From an optimization exercise on the open Yosys and OpenROAD flow, aimed at small area and few clock cycles; shortcuts taken in it are not production practice. Only simulation tests tie the RTL to the original design; equivalence was not proved. No activity file was given, so power comes from the tool's default toggle rates.

## flow/design.v

```verilog
module spe_cqm (
    input  wire       clk,
    input  wire       rst,
    input  wire       op_valid,
    output reg        op_ready,
    input  wire [2:0] op_code,
    input  wire [7:0] op_tag,
    input  wire [2:0] op_target,
    input  wire [2:0] op_lun,
    input  wire [2:0] op_outcome,
    output reg        resp_valid,
    output reg  [2:0] resp_code,
    output reg  [7:0] resp_tag,
    output reg  [2:0] resp_target,
    output reg  [2:0] resp_lun,
    output reg        resp_cb,
    output reg  [7:0] resp_cb_tag,
    output reg  [2:0] resp_cb_outcome,
    output wire [4:0] issue_count,
    output wire [4:0] disc_count,
    output wire       cur_valid,
    output wire [7:0] cur_tag,
    output wire [2:0] cur_target,
    output wire [2:0] cur_lun,
    output wire       done_valid,
    output wire [7:0] done_tag,
    output wire [2:0] done_outcome
);
    localparam IQ_DEPTH = 16;
    localparam DQ_DEPTH = 16;
    localparam OP_ENQUEUE    = 3'd0;
    localparam OP_TAKE_NEXT  = 3'd1;
    localparam OP_RESELECT   = 3'd2;
    localparam OP_REMOVE     = 3'd3;
    localparam OP_PARK       = 3'd4;
    localparam OP_FINISH     = 3'd5;
    localparam OP_PUSH_FRONT = 3'd6;
    localparam OP_DRAIN      = 3'd7;
    localparam R_OK       = 3'd0;
    localparam R_FULL     = 3'd1;
    localparam R_EMPTY    = 3'd2;
    localparam R_BUSY     = 3'd3;
    localparam R_NOTFOUND = 3'd4;
    localparam R_ISSUE    = 3'd5;
    localparam R_DISC     = 3'd6;
    reg [7:0] iq_tag [0:IQ_DEPTH-1];
    reg [2:0] iq_tgt [0:IQ_DEPTH-1];
    reg [2:0] iq_lun [0:IQ_DEPTH-1];
    reg [4:0] iq_cnt;
    reg [7:0] dq_tag [0:DQ_DEPTH-1];
    reg [2:0] dq_tgt [0:DQ_DEPTH-1];
    reg [2:0] dq_lun [0:DQ_DEPTH-1];
    reg [4:0] dq_cnt;
    reg       cur_v;
    reg [7:0] cur_t;
    reg [2:0] cur_tg;
    reg [2:0] cur_l;
    reg       done_v;
    reg [7:0] done_t;
    reg [2:0] done_o;
    assign issue_count  = iq_cnt;
    assign disc_count   = dq_cnt;
    assign cur_valid    = cur_v;
    assign cur_tag      = cur_t;
    assign cur_target   = cur_tg;
    assign cur_lun      = cur_l;
    assign done_valid   = done_v;
    assign done_tag     = done_t;
    assign done_outcome = done_o;
    wire fire = op_valid && op_ready;
    reg       iq_hit;
    reg [3:0] iq_idx;
    integer   a;
    always @(*) begin
        iq_hit = 1'b0;
        iq_idx = 4'd0;
        for (a = 0; a < IQ_DEPTH; a = a + 1) begin
            if (!iq_hit && (a < iq_cnt) && (iq_tag[a] == op_tag)) begin
                iq_hit = 1'b1;
                iq_idx = a[3:0];
            end
        end
    end
    reg       dq_hit;
    reg [3:0] dq_idx;
    integer   b;
    always @(*) begin
        dq_hit = 1'b0;
        dq_idx = 4'd0;
        for (b = 0; b < DQ_DEPTH; b = b + 1) begin
            if (!dq_hit && (b < dq_cnt)) begin
                if ((op_code == OP_REMOVE && dq_tag[b] == op_tag) ||
                    (op_code != OP_REMOVE && dq_tgt[b] == op_target && dq_lun[b] == op_lun)) begin
                    dq_hit = 1'b1;
                    dq_idx = b[3:0];
                end
            end
        end
    end
    always @(posedge clk) begin
        if (rst) begin
            op_ready   <= 1'b0;
            resp_valid <= 1'b0;
            resp_cb    <= 1'b0;
            iq_cnt     <= 5'd0;
            dq_cnt     <= 5'd0;
            cur_v      <= 1'b0;
            done_v     <= 1'b0;
        end else begin
            op_ready   <= 1'b1;
            resp_valid <= fire;
            resp_cb    <= 1'b0;
            if (fire) begin
                case (op_code)
                    OP_ENQUEUE: begin
                        if (iq_cnt != IQ_DEPTH) iq_cnt <= iq_cnt + 5'd1;
                    end
                    OP_TAKE_NEXT: begin
                        if (!cur_v && iq_cnt != 5'd0) begin
                            iq_cnt <= iq_cnt - 5'd1;
                            cur_v  <= 1'b1;
                        end
                    end
                    OP_RESELECT: begin
                        if (!cur_v && dq_hit) begin
                            dq_cnt <= dq_cnt - 5'd1;
                            cur_v  <= 1'b1;
                        end
                    end
                    OP_REMOVE: begin
                        if (iq_hit)      iq_cnt <= iq_cnt - 5'd1;
                        else if (dq_hit) dq_cnt <= dq_cnt - 5'd1;
                    end
                    OP_PARK: begin
                        if (cur_v && dq_cnt != DQ_DEPTH) begin
                            dq_cnt <= dq_cnt + 5'd1;
                            cur_v  <= 1'b0;
                        end
                    end
                    OP_FINISH: begin
                        if (cur_v) begin
                            resp_cb <= done_v;
                            cur_v   <= 1'b0;
                            done_v  <= 1'b1;
                        end
                    end
                    OP_PUSH_FRONT: begin
                        if (cur_v && iq_cnt != IQ_DEPTH) begin
                            iq_cnt <= iq_cnt + 5'd1;
                            cur_v  <= 1'b0;
                        end
                    end
                    OP_DRAIN: begin
                        if (done_v) begin
                            resp_cb <= 1'b1;
                            done_v  <= 1'b0;
                        end
                    end
                endcase
            end
        end
    end
    always @(posedge clk) begin
        if (fire) begin
            resp_code       <= R_OK;
            resp_tag        <= cur_t;
            resp_target     <= cur_tg;
            resp_lun        <= cur_l;
            resp_cb_tag     <= done_t;
            resp_cb_outcome <= done_o;
            case (op_code)
                OP_ENQUEUE: begin
                    resp_tag    <= op_tag;
                    resp_target <= op_target;
                    resp_lun    <= op_lun;
                    if (iq_cnt == IQ_DEPTH) resp_code <= R_FULL;
                end
                OP_TAKE_NEXT: begin
                    resp_tag    <= iq_tag[0];
                    resp_target <= iq_tgt[0];
                    resp_lun    <= iq_lun[0];
                    if (cur_v)                resp_code <= R_BUSY;
                    else if (iq_cnt == 5'd0)  resp_code <= R_EMPTY;
                end
                OP_RESELECT: begin
                    resp_tag    <= dq_tag[dq_idx];
                    resp_target <= dq_tgt[dq_idx];
                    resp_lun    <= dq_lun[dq_idx];
                    if (cur_v)        resp_code <= R_BUSY;
                    else if (!dq_hit) resp_code <= R_NOTFOUND;
                end
                OP_REMOVE: begin
                    if (iq_hit) begin
                        resp_code   <= R_ISSUE;
                        resp_tag    <= iq_tag[iq_idx];
                        resp_target <= iq_tgt[iq_idx];
                        resp_lun    <= iq_lun[iq_idx];
                    end else if (dq_hit) begin
                        resp_code   <= R_DISC;
                        resp_tag    <= dq_tag[dq_idx];
                        resp_target <= dq_tgt[dq_idx];
                        resp_lun    <= dq_lun[dq_idx];
                    end else begin
                        resp_code   <= R_NOTFOUND;
                    end
                end
                OP_PARK: begin
                    if (!cur_v)                 resp_code <= R_EMPTY;
                    else if (dq_cnt == DQ_DEPTH) resp_code <= R_FULL;
                end
                OP_FINISH: begin
                    if (!cur_v) resp_code <= R_EMPTY;
                end
                OP_PUSH_FRONT: begin
                    if (!cur_v)                  resp_code <= R_EMPTY;
                    else if (iq_cnt == IQ_DEPTH) resp_code <= R_FULL;
                end
                OP_DRAIN: begin
                    resp_tag <= done_t;
                    if (!done_v) resp_code <= R_EMPTY;
                end
            endcase
        end
    end
    always @(posedge clk) begin
        if (fire) begin
            case (op_code)
                OP_TAKE_NEXT: begin
                    if (!cur_v && iq_cnt != 5'd0) begin
                        cur_t  <= iq_tag[0];
                        cur_tg <= iq_tgt[0];
                        cur_l  <= iq_lun[0];
                    end
                end
                OP_RESELECT: begin
                    if (!cur_v && dq_hit) begin
                        cur_t  <= dq_tag[dq_idx];
                        cur_tg <= dq_tgt[dq_idx];
                        cur_l  <= dq_lun[dq_idx];
                    end
                end
                OP_FINISH: begin
                    if (cur_v) begin
                        done_t <= cur_t;
                        done_o <= op_outcome;
                    end
                end
                default: ;
            endcase
        end
    end
    integer i;
    always @(posedge clk) begin
        if (fire) begin
            case (op_code)
                OP_ENQUEUE: begin
                    if (iq_cnt != IQ_DEPTH) begin
                        iq_tag[iq_cnt[3:0]] <= op_tag;
                        iq_tgt[iq_cnt[3:0]] <= op_target;
                        iq_lun[iq_cnt[3:0]] <= op_lun;
                    end
                end
                OP_TAKE_NEXT: begin
                    if (!cur_v && iq_cnt != 5'd0) begin
                        for (i = 0; i < IQ_DEPTH - 1; i = i + 1) begin
                            iq_tag[i] <= iq_tag[i+1];
                            iq_tgt[i] <= iq_tgt[i+1];
                            iq_lun[i] <= iq_lun[i+1];
                        end
                    end
                end
                OP_REMOVE: begin
                    if (iq_hit) begin
                        for (i = 0; i < IQ_DEPTH - 1; i = i + 1) begin
                            if (i >= iq_idx) begin
                                iq_tag[i] <= iq_tag[i+1];
                                iq_tgt[i] <= iq_tgt[i+1];
                                iq_lun[i] <= iq_lun[i+1];
                            end
                        end
                    end
                end
                OP_PUSH_FRONT: begin
                    if (cur_v && iq_cnt != IQ_DEPTH) begin
                        for (i = 1; i < IQ_DEPTH; i = i + 1) begin
                            iq_tag[i] <= iq_tag[i-1];
                            iq_tgt[i] <= iq_tgt[i-1];
                            iq_lun[i] <= iq_lun[i-1];
                        end
                        iq_tag[0] <= cur_t;
                        iq_tgt[0] <= cur_tg;
                        iq_lun[0] <= cur_l;
                    end
                end
                default: ;
            endcase
        end
    end
    integer j;
    always @(posedge clk) begin
        if (fire) begin
            case (op_code)
                OP_PARK: begin
                    if (cur_v && dq_cnt != DQ_DEPTH) begin
                        dq_tag[dq_cnt[3:0]] <= cur_t;
                        dq_tgt[dq_cnt[3:0]] <= cur_tg;
                        dq_lun[dq_cnt[3:0]] <= cur_l;
                    end
                end
                OP_RESELECT, OP_REMOVE: begin
                    if (dq_hit && (op_code == OP_RESELECT ? !cur_v : !iq_hit)) begin
                        for (j = 0; j < DQ_DEPTH - 1; j = j + 1) begin
                            if (j >= dq_idx) begin
                                dq_tag[j] <= dq_tag[j+1];
                                dq_tgt[j] <= dq_tgt[j+1];
                                dq_lun[j] <= dq_lun[j+1];
                            end
                        end
                    end
                end
                default: ;
            endcase
        end
    end
endmodule
```

## flow/run.sh

```bash
#!/bin/bash
# synth_recipe.tcl (not shown) runs the flow's synth.tcl, then flattens the netlist and writes it again
# the make line also repeats each setting of config.mk as NAME=value (left out here)
make -C /OpenROAD-flow-scripts/flow DESIGN_CONFIG=/design/flow/config.mk WORK_HOME=/design/flow/orfs CLKGATE_MAP_FILE= SYNTH_SCRIPT=/design/flow/synth_recipe.tcl finish
```

## flow/config.mk

```make
export PLATFORM = sky130hd
export DESIGN_NAME = spe_cqm
export DESIGN_NICKNAME = spe_cqm
export VERILOG_FILES = /design/flow/design.v
export SDC_FILE = /design/flow/constraint.sdc
export NUM_CORES = 4
export LEC_CHECK = 0
export CAP_MARGIN = 20
export CORE_MARGIN = 2
export CORE_UTILIZATION = 30
export PLACE_DENSITY = 0.5
export SLEW_MARGIN = 20
```

## flow/constraint.sdc

```tcl
create_clock -name core_clock -period 6.0 [get_ports {clk}]
set_input_delay 1.2000 -clock core_clock [delete_from_list [all_inputs] [get_ports {clk}]]
set_output_delay 1.2000 -clock core_clock [all_outputs]
set_load 0.01 [all_outputs]
```

==> impl_metrics.toml <==
[cells_and_area]
finalInstanceArea_um2 = 39000
fin_cells = 4983
drive_gt1_frac = 0.161
synthToLayoutAreaGrowth_pct = 15.0
nNetsFinal = 3468

[drt]
first_iter_violations = 3872
wl_per_cell_um = 29.3
drt-met1-wl_um = 64000
routed_wl_um = 146000
wl_met3_um = 13100
wl_met2_um = 63400
ant_nets = 0
top_layer = "met5"
drcViolationCount = 0
first_pass_iters = 5
vias = 28700
vias_per_cell = 5.75

[worst_setup_path]
cp-start-kind = "primary input"
cp_max_fo = 18
cp.required_ns = 6.47
arrival_ns = 6.00
path_class = "in2reg"
endpoint_kind = "register"

[die]
die_w_um = 340
fp-row-count = 123
start_util = 0.302
die_height_um = 340
dieArea_um2 = 116000
ios = 91
core_um2 = 112000

[min_path]
min_path_type = "reg2reg"

[run_status]
status = "complete, no violations"

[power]
power.leakage_nw = 13.2
peakVddDrop_mv = 0.212
p_per_area_nw_per_um2 = 216

[run]
cap_violations = 0

[sta]
rsz0062_at_grt = "false"
fmax_ghz = 0.181
holdWs_ns = 0.447
maxSlewHeadroom = 0.219
drv_slew = 0
hold_viol = 0
setup_violations = 0
min_period_over_period = 0.920
tightest_slew_ns = 1.17
layout_setup_ws_ns = 0.478
setup_tns_ns = 0
clock_skew_ns = 0.0463
finalCriticalPeriod_ns = 5.52

[clock_tree]
path_clk_slew_ns = 0.06
cts_buffers = 60
cts_tree = "built"
ctsHoldBuffers = 0
worstSkewPairLatency_ns = 0.68
cts.sinks = 516
h-tree-depth = 2
post_cts_buffers = 0
cts_buffer_depth = 3
clock-root-buffer = "clkbuf_16"
post_cts_resized = 0

[synth]
yosysWarnings = 1
yosys_most_used_dff = "edfxtp_1"
synth_cell_type_count = 96
synth_nets = 3383
syn_inst = 3350
postSynthAreaPerCell_um2 = 10.1
synth_edf_count = 501
async_reset_ff_frac = 0
syn-cell-area_um2 = 33900
ys_ff_latch = 516
seq_area_frac_synth = 0.453

[placement]
placed_area_um2 = 37100
place_ws_ns = -0.0378
place.detailed.hpwl_um = 107000
gp_congestion = 0.964
numPlacedInstances = 4873
numPortBuffers = 90

[global_route]
grt-ovfl-total = 0
grt_pass1_vias = 27100
grt_use_total = 0.245
antenna_found_initial = 8
grt_pass1_wl_um = 207000
grt_max_degree = 112
[synthesized netlist by cell type (all sizes together) (15+ instances only)]
| cell | count | area [um2] |
|---|---|---|
| dfxtp | 15 | 300 |
| nand2 | 369 | 1430 |
| a31oi | 16 | 115 |
| a21oi | 181 | 910 |
| buf | 132 | 960 |
| nor2 | 220 | 836 |
| edfxtp | 501 | 15000 |
| xor2 | 147 | 1290 |
| nand3 | 156 | 786 |
| clkbuf | 163 | 612 |
| mux2i | 230 | 2300 |
| o21ai | 276 | 1400 |
| inv | 38 | 143 |
| xnor2 | 213 | 1870 |
| mux2 | 168 | 1890 |
| nor4 | 48 | 358 |
| o22ai | 129 | 807 |
| a211oi | 25 | 188 |
| nand4 | 56 | 365 |
| a21o | 21 | 159 |
| nor3 | 35 | 185 |
[per-layer routing]
layer | GRT usage | vias to the layer above
met4 | 0.0843 | 2
met5 | 0 | -
met1 | 0.355 | 14300
met3 | 0.0395 | 261
li1 | - | 12500
met2 | 0.367 | 1607
[area by class of cell]
type,count,area (um2)
diodes,2,5.00
clock buffers,74,1620
clock inverters,34,277
fillers,11400,73400
inverters,39,146
multi-input cells,2500,16900
flip-flops and latches,516,15300
well taps,1500,1880
repair buffers,318,2840
[power breakdown]
group	total [mW]	internal [mW]	switching, mW
clock	3.71	2.07	1.65
sequential	4.00	3.96	0.0453
combinational	0.706	0.269	0.437
[stage by stage]
stage                     power [mW]  utilization
after floorplan                 4.50            -
after global placement          4.77        0.330
after detailed placement        4.77        0.330
after CTS                       8.44        0.347
after global routing            8.62        0.347
final                           8.42        0.347
[state kept, by name (all words and copies together) (netlist names), 3 cells and up]
signal,count
dq_tag,128
iq_tag,128
dq_lun,48
dq_tgt,48
iq_lun,48
iq_tgt,48
cur_t,8
done_t,8
resp_cb_tag,8
resp_tag,8
dq_cnt,5
iq_cnt,5
cur_l,3
cur_tg,3
done_o,3
resp_cb_outcome,3
resp_code,3
resp_lun,3
resp_target,3
[critical path, stage by stage]
cell and delay, ns:
clkdlybuf4s50_1 0.50, and3b_1 0.25, buf_12 0.21, nand3_1 0.09, nor4_1 0.61, buf_4 0.23, o21ai_2 0.08, and2_1 0.18
a31oi_1 0.27, o211ai_1 0.24, buf_12 0.21, nor2_2 0.55, buf_4 0.27, nand2_1 0.06, a311oi_1 0.42, buf_4 0.19
nor4_1 0.08, o21ai_0 0.30
[cell families after synthesis]
group                      synth area share
adders and majority gates           0.00369
muxes                                 0.132
xor gates and xnor gates             0.0930
DFF                                   0.453
AOI/OAI and AO/OA                     0.136
and+or+nand+nor                       0.132
buffers and inverters                0.0507
[cells in the final DEF (no fill, tap or decap), drive strengths merged, types with 10 or more instances in the layout]
cell type      Yosys  layout
edfxtp           501     501
nand2            369     369
o21ai            276     276
buf              132     243
mux2i            230     230
nor2             220     220
xnor2            213     213
a21oi            181     181
mux2             168     168
nand3            156     156
xor2             147     147
o22ai            129     129
clkdlybuf4s50      0      75
clkbuf           163      74
nand4             56      56
nor4              48      48
inv               38      41
nor3              35      35
a211oi            25      25
clkinv             1      25
a21o              21      21
a31oi             16      16
dfxtp             15      15
o21bai            13      13
mux4              13      13
and2              13      13
a2111oi           12      12
nand2b            11      11
a221oi            10      10
ha                10      10
[final timing paths]
check                         startpoint                            to  slack, ns  cells after the start
setup / recovery              op_code[0]            cur_t[6]$_DFFE_PP_       0.48                     18
hold / removal       done_o[0]$_DFFE_PP_  resp_cb_outcome[0]$_DFFE_PP_       0.45                      0
setup reg to reg  iq_cnt[1]$_SDFFE_PP0P_         resp_lun[0]$_DFFE_PP_       0.70                     16
hold reg to reg      done_o[0]$_DFFE_PP_  resp_cb_outcome[0]$_DFFE_PP_       0.45                      0
Testbench counts, summed over its fixed seeds: cycles 32,008.

==> static timing again, ports no longer ideal <==
No port has a modelled driver above. Below, the same layout with a new extraction and two added sets of constraints.
Step 1 assumes that a clkbuf_16 drives the clock port and a buf_2 every other input.
Step 2 also shifts input and output timing later by t, the mid clock arrival at the registers, as if the neighbouring blocks saw the same clock.
Slacks: no drivers / after step 1 / after step 2; pairs: no drivers / after step 1.
shift t [ns]: 0.736
setup slack, ns: 0.478 / 0.521 / -0.215
worst slew at a driven data input, ns: 0.08
With both steps, setup timing fails in this run, where it was met with ideal ports. For this run, drivers alone change the setup slack by +0.043 ns; drivers and shift together by -0.693 ns.
